What follows belongs to an exercise in optimizing a design on an open flow for small area, a short achievable clock period and few clock cycles; a production flow would make more cautious choices.
Only simulation tests tie the RTL to the original design; equivalence was not proved.
Power figures rest on the tool's default switching activity, not on a simulated workload.

Setup of try-xenon:
==> flow/design.v (excerpt) <==
module qgk (
    input  wire        clk,
    input  wire        rst,
    input  wire        reg_wr,
    input  wire [6:0]  reg_addr,
    input  wire [31:0] reg_wdata,
    output reg  [31:0] reg_rdata,
    output wire        busy,
    output reg         mem_req,
    output reg         mem_we,
    output reg  [31:0] mem_addr,
    output reg  [3:0]  mem_be,
    output reg  [31:0] mem_wdata,
    input  wire        mem_ready,
    input  wire [31:0] mem_rdata
);
    reg [31:0] cmd_r;
    reg        st_done, st_err;
    reg [2:0]  st_cause;
    reg [31:0] wptr, aptr, bptr, mptr, sptr, zptr, optr;
    reg [15:0] nch, klen;
    reg [7:0]  zw, zout, zin;
    reg [31:0] src, dst, len;
    reg [2:0]  pbit;
    reg [31:0] rqsum, rqmul;
    reg [7:0]  rqshift, rqres;
    reg [31:0] acc0, acc1, acc2, acc3;
    localparam S_IDLE = 5'd0,
               S_Z0   = 5'd1,    
               S_Z1   = 5'd2,
               S_BA   = 5'd3,    
               S_BB   = 5'd4,
               S_WA   = 5'd5,    
               S_WB   = 5'd6,
               S_X1   = 5'd7,    
               S_X2   = 5'd8,
               S_GW   = 5'd9,    
               S_OW   = 5'd10,   
               S_MA   = 5'd11,   
               S_MB   = 5'd12,
               S_S0   = 5'd13,
               S_S1   = 5'd14,
               S_TW   = 5'd15,   
               S_U_RD = 5'd16,   
               S_U_WR = 5'd17,   
               S_P_OR = 5'd18,   
               S_P_RD = 5'd19,   
               S_P_WR = 5'd20,   
               S_C_RD = 5'd21,   
               S_C_WR = 5'd22,   
               S_RQ   = 5'd23;   
    reg [23:0] st;
    assign busy = !st[S_IDLE];
    reg [1:0]  wa, wo;
    reg        zpc;
    reg        conv;         
    reg [31:0] pw;           
    reg [15:0] ch;           
    reg [14:0] aw;           
    reg [15:0] co;           
    reg [1:0]  owk;          
    reg        fin;          
    reg [31:0] ba;           
    reg [31:0] wra, wrb;     
    reg [7:0]  za, zb;
    reg [31:0] ma, mb;
    reg [7:0]  sa, sb;
    reg [15:0] b1, b2;       
    reg [59:0] la_r;         
    reg [31:0] xr;           
    reg [17:0] x3lo, x3hi;   
    reg        xv, xc;       
    reg        bias_a, bias_b;
  ...
For scale: roughly 1300 flip-flops, ~180 I/O pins.
clock: 16.0 ns
lec_check: 0
cap_margin: 20
core_margin: 2
core_utilization: 55
cts_cluster_diameter: 100
cts_cluster_size: 20
slew_margin: 20
standard.sh (not shown) runs the stock make flow with config.mk's settings and CLKGATE_MAP_FILE= SYNTH_SCRIPT=/design/flow/synth_recipe.tcl, a recipe that flattens the netlist after the stock synthesis.
==> flow/flow/run.sh <==
#!/bin/bash
# The standard ORFS layout (standard synthesis, floorplan, placement, CTS,
# routing), with two changes: the port buffers are buf_2 cells rather than the
# default delay buffers, and ORFS's timing repair is asked to keep a setup
# margin of MARGIN ns at the design's clock period. The make output goes to
# standard_flow.log; ORFS keeps each step's log under orfs/logs/.
set -euo pipefail
MARGIN=7.6
bash standard.sh SETUP_SLACK_MARGIN=$MARGIN "BUFFER_PORTS_ARGS=-buffer_cell sky130_fd_sc_hd__buf_2" finish > standard_flow.log 2>&1
Testbench counts of try-xenon, summed over its fixed seeds: cycles 61,590.
Modified inputs, try-yarrow compared to try-xenon
# try-xenon
export LEC_CHECK = 0
export CAP_MARGIN = 20
export CORE_MARGIN = 2
export CORE_UTILIZATION = 55
export CTS_CLUSTER_DIAMETER = 100
export CTS_CLUSTER_SIZE = 20
export SLEW_MARGIN = 20
create_clock -name core_clock -period 16.0 [get_ports {clk}]
# try-yarrow
export LEC_CHECK = 0
export CAP_MARGIN = 30
export CORE_MARGIN = 2
export CORE_UTILIZATION = 45
export CTS_CLUSTER_DIAMETER = 100
export CTS_CLUSTER_SIZE = 20
export SLEW_MARGIN = 30
create_clock -name core_clock -period 16.0 [get_ports {clk}]
-- flow/flow/run.sh --
<<< try-xenon, line 3
# routing), with two changes: the port buffers are buf_2 cells rather than the
>>> try-yarrow, line 3
# routing), with two changes: the port buffers are buf_4 cells rather than the
<<< try-xenon, line 9
bash standard.sh SETUP_SLACK_MARGIN=$MARGIN "BUFFER_PORTS_ARGS=-buffer_cell sky130_fd_sc_hd__buf_2" finish > standard_flow.log 2>&1
>>> try-yarrow, line 9
bash standard.sh SETUP_SLACK_MARGIN=$MARGIN "BUFFER_PORTS_ARGS=-buffer_cell sky130_fd_sc_hd__buf_4" finish > standard_flow.log 2>&1
## What came out
- try-yarrow ran to completion and came out clean on the timing, design-rule and antenna checks.
- Delta (try-yarrow minus try-xenon): power now smaller, multi-input combinational cell count comparable, core utilization now smaller, routed wire length now smaller, number of antenna cells inserted now larger.
- On post-route standard cell area excluding fillers, try-yarrow does worse than try-xenon.
- Comparing combinational power share for try-xenon and try-yarrow, the bigger number came from try-xenon.
- try-yarrow: shortest clock period the worst path allows after layout is 200 ps higher than what try-xenon reported.
- Half-perimeter wire length after detailed placement for try-yarrow is higher than for try-xenon.
The following lists how try-garnet was set up differently from try-yarrow:
# try-yarrow
export LEC_CHECK = 0
export CAP_MARGIN = 30
export CORE_MARGIN = 2
export CORE_UTILIZATION = 45
export CTS_CLUSTER_DIAMETER = 100
export CTS_CLUSTER_SIZE = 20
export SLEW_MARGIN = 30
create_clock -name core_clock -period 16.0 [get_ports {clk}]
# try-garnet
export LEC_CHECK = 0
export CAP_MARGIN = 30
export CORE_MARGIN = 2
export CORE_UTILIZATION = 50
export CTS_CLUSTER_DIAMETER = 100
export CTS_CLUSTER_SIZE = 20
export PLACE_DENSITY = 0.7
export SLEW_MARGIN = 30
create_clock -name core_clock -period 16.0 [get_ports {clk}]
Notes after the runs:
Of the two candidates, try-yarrow has the worse worst setup slack and try-garnet the better one.
Summary of try-garnet over try-yarrow: post-layout total power went down by about 0.6%, number of antenna repair diodes went down by 4.
--- input diff try-garnet..try-cedar ---
# try-garnet
export LEC_CHECK = 0
export CAP_MARGIN = 30
export CORE_MARGIN = 2
export CORE_UTILIZATION = 50
export CTS_CLUSTER_DIAMETER = 100
export CTS_CLUSTER_SIZE = 20
export PLACE_DENSITY = 0.7
export SLEW_MARGIN = 30
create_clock -name core_clock -period 16.0 [get_ports {clk}]
# try-cedar
export LEC_CHECK = 0
export CAP_MARGIN = 30
export CORE_MARGIN = 2
export CORE_UTILIZATION = 55
export CTS_CLUSTER_DIAMETER = 100
export CTS_CLUSTER_SIZE = 20
export SLEW_MARGIN = 30
create_clock -name core_clock -period 16.0 [get_ports {clk}]
==> flow/flow/run.sh <==
#!/bin/bash
# The standard ORFS layout (standard synthesis, floorplan, placement, CTS,
# routing), with three changes: the port buffers are buf_4 cells rather than
# the default delay buffers, the pins of the register read port are placed on
# one edge (flow/io.tcl), and ORFS's timing repair is asked to keep a setup
# margin of MARGIN ns at the design's clock period. The make output goes to
# standard_flow.log; ORFS keeps each step's log under orfs/logs/.
set -euo pipefail
MARGIN=7.6
bash standard.sh SETUP_SLACK_MARGIN=$MARGIN "BUFFER_PORTS_ARGS=-buffer_cell sky130_fd_sc_hd__buf_4" \
    IO_CONSTRAINTS="$(pwd)/flow/io.tcl" finish > standard_flow.log 2>&1
==> flow/flow/io.tcl (new file) <==
# Pin placement: the register read port (reg_addr in, reg_rdata out) on one
# edge, so that its combinational path stays short.
set qgk_pins {}
for {set i 0} {$i < 7} {incr i} { lappend qgk_pins "reg_addr\[$i\]" }
for {set i 0} {$i < 32} {incr i} { lappend qgk_pins "reg_rdata\[$i\]" }
set_io_pin_constraint -pin_names $qgk_pins -region bottom:*
### Flow results
- try-cedar: full flow OK, the timing, design-rule and antenna checks passed
- Measured against each other, try-cedar and try-garnet differ in overall fraction of global-route tracks in use, the higher figure coming from try-cedar.
- try-cedar vs. try-garnet: post-route standard cell area excluding fillers up 530 um^2, post-route worst hold slack now larger.
- In the flow results for try-cedar and try-garnet, the clock network power share is smaller on try-garnet.
- ~same total combinational power in try-cedar and try-garnet
- Compared with try-garnet, try-cedar shows sequential share of layout area lower by 0.21 points.
- Worst setup slack, try-cedar and try-garnet: larger value in try-cedar
- Diff try-garnet -> try-cedar: fraction of area in clock buffers and inverters stayed essentially flat; wire length on met3 rose by 3000 um.
- In try-cedar, the area added between synthesis and finish came out 0.58 points above the value in try-garnet.
What try-juniper does differently from try-cedar at the input level:
# try-cedar
export LEC_CHECK = 0
export CAP_MARGIN = 30
export CORE_MARGIN = 2
export CORE_UTILIZATION = 55
export CTS_CLUSTER_DIAMETER = 100
export CTS_CLUSTER_SIZE = 20
export SLEW_MARGIN = 30
create_clock -name core_clock -period 16.0 [get_ports {clk}]
# try-juniper
export LEC_CHECK = 0
export CAP_MARGIN = 30
export CORE_MARGIN = 2
export CORE_UTILIZATION = 55
export CTS_CLUSTER_DIAMETER = 100
export CTS_CLUSTER_SIZE = 20
export GPL_ROUTABILITY_DRIVEN = 0
export SLEW_MARGIN = 30
create_clock -name core_clock -period 16.0 [get_ports {clk}]
==> flow/flow/run.sh <==
#!/bin/bash
# The standard ORFS layout (standard synthesis, floorplan, placement, CTS,
# routing), with two changes: the port buffers are buf_2 cells rather than the
# default delay buffers, and ORFS's timing repair is asked to keep a setup
# margin of MARGIN ns at the design's clock period. The make output goes to
# standard_flow.log; ORFS keeps each step's log under orfs/logs/.
set -euo pipefail
MARGIN=7.6
bash standard.sh SETUP_SLACK_MARGIN=$MARGIN "BUFFER_PORTS_ARGS=-buffer_cell sky130_fd_sc_hd__buf_2" finish > standard_flow.log 2>&1
removed: flow/flow/io.tcl
## What came out
Taking try-cedar as the reference, in try-juniper maximum fanout along the worst path went up 27; utilization after layout lower; number of clock buffer instances in the layout up 3; area share of buffers outside the clock network dropped 0.81 points.
Re portion of the clock cycle consumed by the worst path in the final layout: try-juniper and try-cedar aren't equal, and the lower value belongs to try-cedar.
Between try-juniper and try-cedar, the worst stage delay on the critical path does not differ in any meaningful way.
try-juniper reports a lower worst setup slack than try-cedar does.


qgk again, from the RTL that the note above started with.
Settings: LEC_CHECK=0, CAP_MARGIN=30, CORE_MARGIN=2, CORE_UTILIZATION=50, CTS_CLUSTER_DIAMETER=100, CTS_CLUSTER_SIZE=20, PLACE_DENSITY=0.55, SLEW_MARGIN=30; clock period 16.0 ns.
==> flow/flow/run.sh <==
#!/bin/bash
# The standard ORFS layout (standard synthesis, floorplan, placement, CTS,
# routing), with two changes: the port buffers are buf_4 cells rather than the
# default delay buffers, and ORFS's timing repair is asked to keep a setup
# margin of MARGIN ns at the design's clock period. The make output goes to
# standard_flow.log; ORFS keeps each step's log under orfs/logs/.
set -euo pipefail
MARGIN=7.6
bash standard.sh SETUP_SLACK_MARGIN=$MARGIN "BUFFER_PORTS_ARGS=-buffer_cell sky130_fd_sc_hd__buf_4" finish > standard_flow.log 2>&1
The first run went through all stages and came out clean.
Testbench counts at the start, summed over its fixed seeds: cycles 61,590.
Change:
Settings changed: CAP_MARGIN 30 to 20, CORE_UTILIZATION 50 to 55, PLACE_DENSITY 0.55 to default, SLEW_MARGIN 30 to 20.
Result: This time the run ran to the end with violations: max-capacitance violations, max-slew violations. Worst setup slack improves by 0.087 ns. Wire length decreases by 1.2%. Power barely changes.
Change:
Settings changed: CAP_MARGIN 20 to 30, SLEW_MARGIN 20 to 30.
With this change the flow completed without violations.
Sequential share of layout area is about the same.
Design area stays flat.
Total power hardly moves.
Setup slack degrades by 0.094 ns.
Flip-flop and latch count does not change.
Non-clock buffer count goes down by 2.
Clock power stays flat.
Change:
Settings changed: CORE_UTILIZATION 55 to 50.
=> The new run completed with no timing, DRC or antenna violations. Synthesized area does not change. Synthesized cell count is unchanged. Critical path depth fell by 1.


Setup of 07-28:
Another version of the RTL of qgk (not shown whole).
Size: roughly 1300 flip-flops.
clock: 16.0 ns
lec_check: 0
cap_margin: 20
core_margin: 2
core_utilization: 60
cts_cluster_diameter: 100
cts_cluster_size: 20
slew_margin: 20
==> flow/flow/run.sh <==
#!/bin/bash
# The standard ORFS layout (standard synthesis, floorplan, placement, CTS,
# routing), with ORFS's timing repair asked to keep a setup margin of
# MARGIN ns at the design's clock period. The make output goes to
# standard_flow.log; ORFS keeps each step's log under orfs/logs/.
set -euo pipefail
MARGIN=7.0
bash standard.sh SETUP_SLACK_MARGIN=$MARGIN finish > standard_flow.log 2>&1
07-28: done, clean on timing, DRC and antenna
Testbench counts of 07-28, summed over its fixed seeds: cycles 62,382.
Relative to 07-28, the following input files were edited for 11-04:
- CTS_CLUSTER_SIZE no longer set, was 20
- CTS_CLUSTER_DIAMETER no longer set, was 100
- CTS_BUF_LIST now sky130_fd_sc_hd__clkbuf_8, previously not set
diff --git a/flow/flow/run.sh b/flow/flow/run.sh
--- a/flow/flow/run.sh
+++ b/flow/flow/run.sh
@@ -6,3 +6,3 @@
 set -euo pipefail
-MARGIN=7.0
+MARGIN=7.4
 bash standard.sh SETUP_SLACK_MARGIN=$MARGIN finish > standard_flow.log 2>&1
- [11-04 vs 07-28] total length of routed met3 wires: higher in 11-04
- Reported for 07-28 and 11-04, fraction of the mapped netlist area in compound gates turned out identical to the last digit.
- As far as worst hold path depth goes, 11-04 and 07-28 are indistinguishable; the numbers are identical.
- Between 07-28 and 11-04, the iteration count of the initial detailed-routing pass is lower for 07-28.
- Re fraction of standard cell area in multi-input logic: 11-04 is 1.0 points down on 07-28.
- On core utilization: between 07-28 and 11-04, it ends up lower for 07-28.


Another version of the RTL of qgk (not shown whole).
For scale: about 1300 flip-flops.
Design qgk, start of the top module:
module qgk (
    input  wire        clk,
    input  wire        rst,
    input  wire        reg_wr,
    input  wire [6:0]  reg_addr,
    input  wire [31:0] reg_wdata,
    output reg  [31:0] reg_rdata,
    output wire        busy,
    output reg         mem_req,
    output reg         mem_we,
    output reg  [31:0] mem_addr,
    output reg  [3:0]  mem_be,
    output reg  [31:0] mem_wdata,
    input  wire        mem_ready,
    input  wire [31:0] mem_rdata
);
    reg [31:0] cmd_r;
    reg        st_done, st_err;
    reg [2:0]  st_cause;
    reg [31:0] wptr, aptr, bptr, mptr, sptr, zptr, optr;
    reg [15:0] nch, klen;
    reg [7:0]  zw, zout, zin;
    reg [31:0] src, dst, len;
    reg [2:0]  pbit;
    reg [31:0] rqsum, rqmul;
    reg [7:0]  rqshift, rqres;
    reg [31:0] acc0, acc1, acc2, acc3;
    localparam S_IDLE = 5'd0,
               S_Z0   = 5'd1,    
               S_Z1   = 5'd2,
               S_BA   = 5'd3,    
               S_BB   = 5'd4,
               S_WA   = 5'd5,    
               S_WB   = 5'd6,
               S_X1   = 5'd7,    
               S_X2   = 5'd8,
               S_GW   = 5'd9,    
               S_OW   = 5'd10,   
               S_MA   = 5'd11,   
               S_MB   = 5'd12,
               S_S0   = 5'd13,
               S_S1   = 5'd14,
               S_TW   = 5'd15,   
               S_OP   = 5'd16,   
               S_U_RD = 5'd17,   
               S_U_WR = 5'd18,   
  ...
export LEC_CHECK = 0
export CAP_MARGIN = 20
export CORE_MARGIN = 2
export CORE_UTILIZATION = 40
export SLEW_MARGIN = 20
create_clock -name core_clock -period 16.0 [get_ports {clk}]
==> flow/flow/run.sh <==
#!/bin/bash
# The standard ORFS layout (standard synthesis, floorplan, placement, CTS,
# routing), with ORFS's timing repair asked to keep a setup margin of
# MARGIN ns at the design's clock period. The make output goes to
# standard_flow.log; ORFS keeps each step's log under orfs/logs/.
set -euo pipefail
MARGIN=7.5
bash standard.sh SETUP_SLACK_MARGIN=$MARGIN finish > standard_flow.log 2>&1
The first run produced a clean layout.
Testbench counts at the start, summed over its fixed seeds: cycles 62,382.
Edit:
==> flow/run.sh (new file) <==
#!/bin/bash
# synth_recipe.tcl (not shown) runs the flow's synth.tcl, then flattens the netlist and writes it again
# the make line also repeats each setting of config.mk as NAME=value (left out here)
make -C /OpenROAD-flow-scripts/flow DESIGN_CONFIG=/design/flow/config.mk WORK_HOME=/design/flow/orfs CLKGATE_MAP_FILE= SYNTH_SCRIPT=/design/flow/synth_recipe.tcl finish
--- a/flow/config.mk
+++ b/flow/config.mk
@@ -10 +10,2 @@
-export CORE_UTILIZATION = 40
+export CORE_UTILIZATION = 60
+export SETUP_SLACK_MARGIN = 5
removed: flow/flow/run.sh
removed: flow/standard.sh
Wire length falls by about 7%.
Synthesized area does not change.
Core utilization climbs by 20 points.
Global-route usage rises by 13 points.
Clock power came out lower by about 5%.
Hold slack got worse by 0.016 ns.
Cell area fell by 4.5%.

[port drivers added, routing unchanged]
The results above use ideal ports. As a check the final layouts listed here were re-extracted and re-timed, cells and wires unchanged.
Step 1: set_driving_cell puts a clkbuf_16 on clk and a buf_2 on each other input, an assumption about the parent block.
Step 2, shift: input delay + t, output delay - t, t = (earliest + latest rising clock arrival at the registers) / 2. This alone moves slack from input paths to output paths.
a / b / c = ideal / step 1 / step 2; a / b = the first two.
run	t (ns)	slack for setup (ns)	worst setup path after step 2	clock arrival spread, ns
try-xenon	0.842	7.348 / 7.307 / 7.266	input to register	0.067 / 0.068
try-yarrow	0.850	7.150 / 7.086 / 7.086	input to output	0.072 / 0.072
try-garnet	0.838	7.415 / 7.350 / 7.318	input to register	0.067 / 0.066
try-cedar	0.861	7.428 / 7.271 / 7.271	input to output	0.065 / 0.065
try-juniper	0.863	7.399 / 7.345 / 7.280	input to register	0.092 / 0.093
the first run of note 2	0.853	7.293 / 7.223 / 7.223	input to output	0.058 / 0.057
the second run of note 2	0.869	7.380 / 7.329 / 7.329	input to output	0.084 / 0.084
the third run of note 2	0.882	7.286 / 7.217 / 7.217	input to output	0.064 / 0.064
the fourth run of note 2	0.867	7.525 / 7.458 / 7.245	input to register	0.103 / 0.103
07-28	0.806	6.948 / 6.924 / 6.924	input to output	0.095 / 0.095
11-04	1.063	7.222 / 7.183 / 7.183	input to output	0.117 / 0.117
the first run of note 4	0.915	7.121 / 7.020 / 7.020	input to output	0.054 / 0.054
the second run of note 4	0.915	5.230 / 5.206 / 5.206	input to output	0.069 / 0.069
For the fourth run of note 2, which loses most, drivers alone change the setup slack by -0.067 ns; drivers and shift together by -0.280 ns.
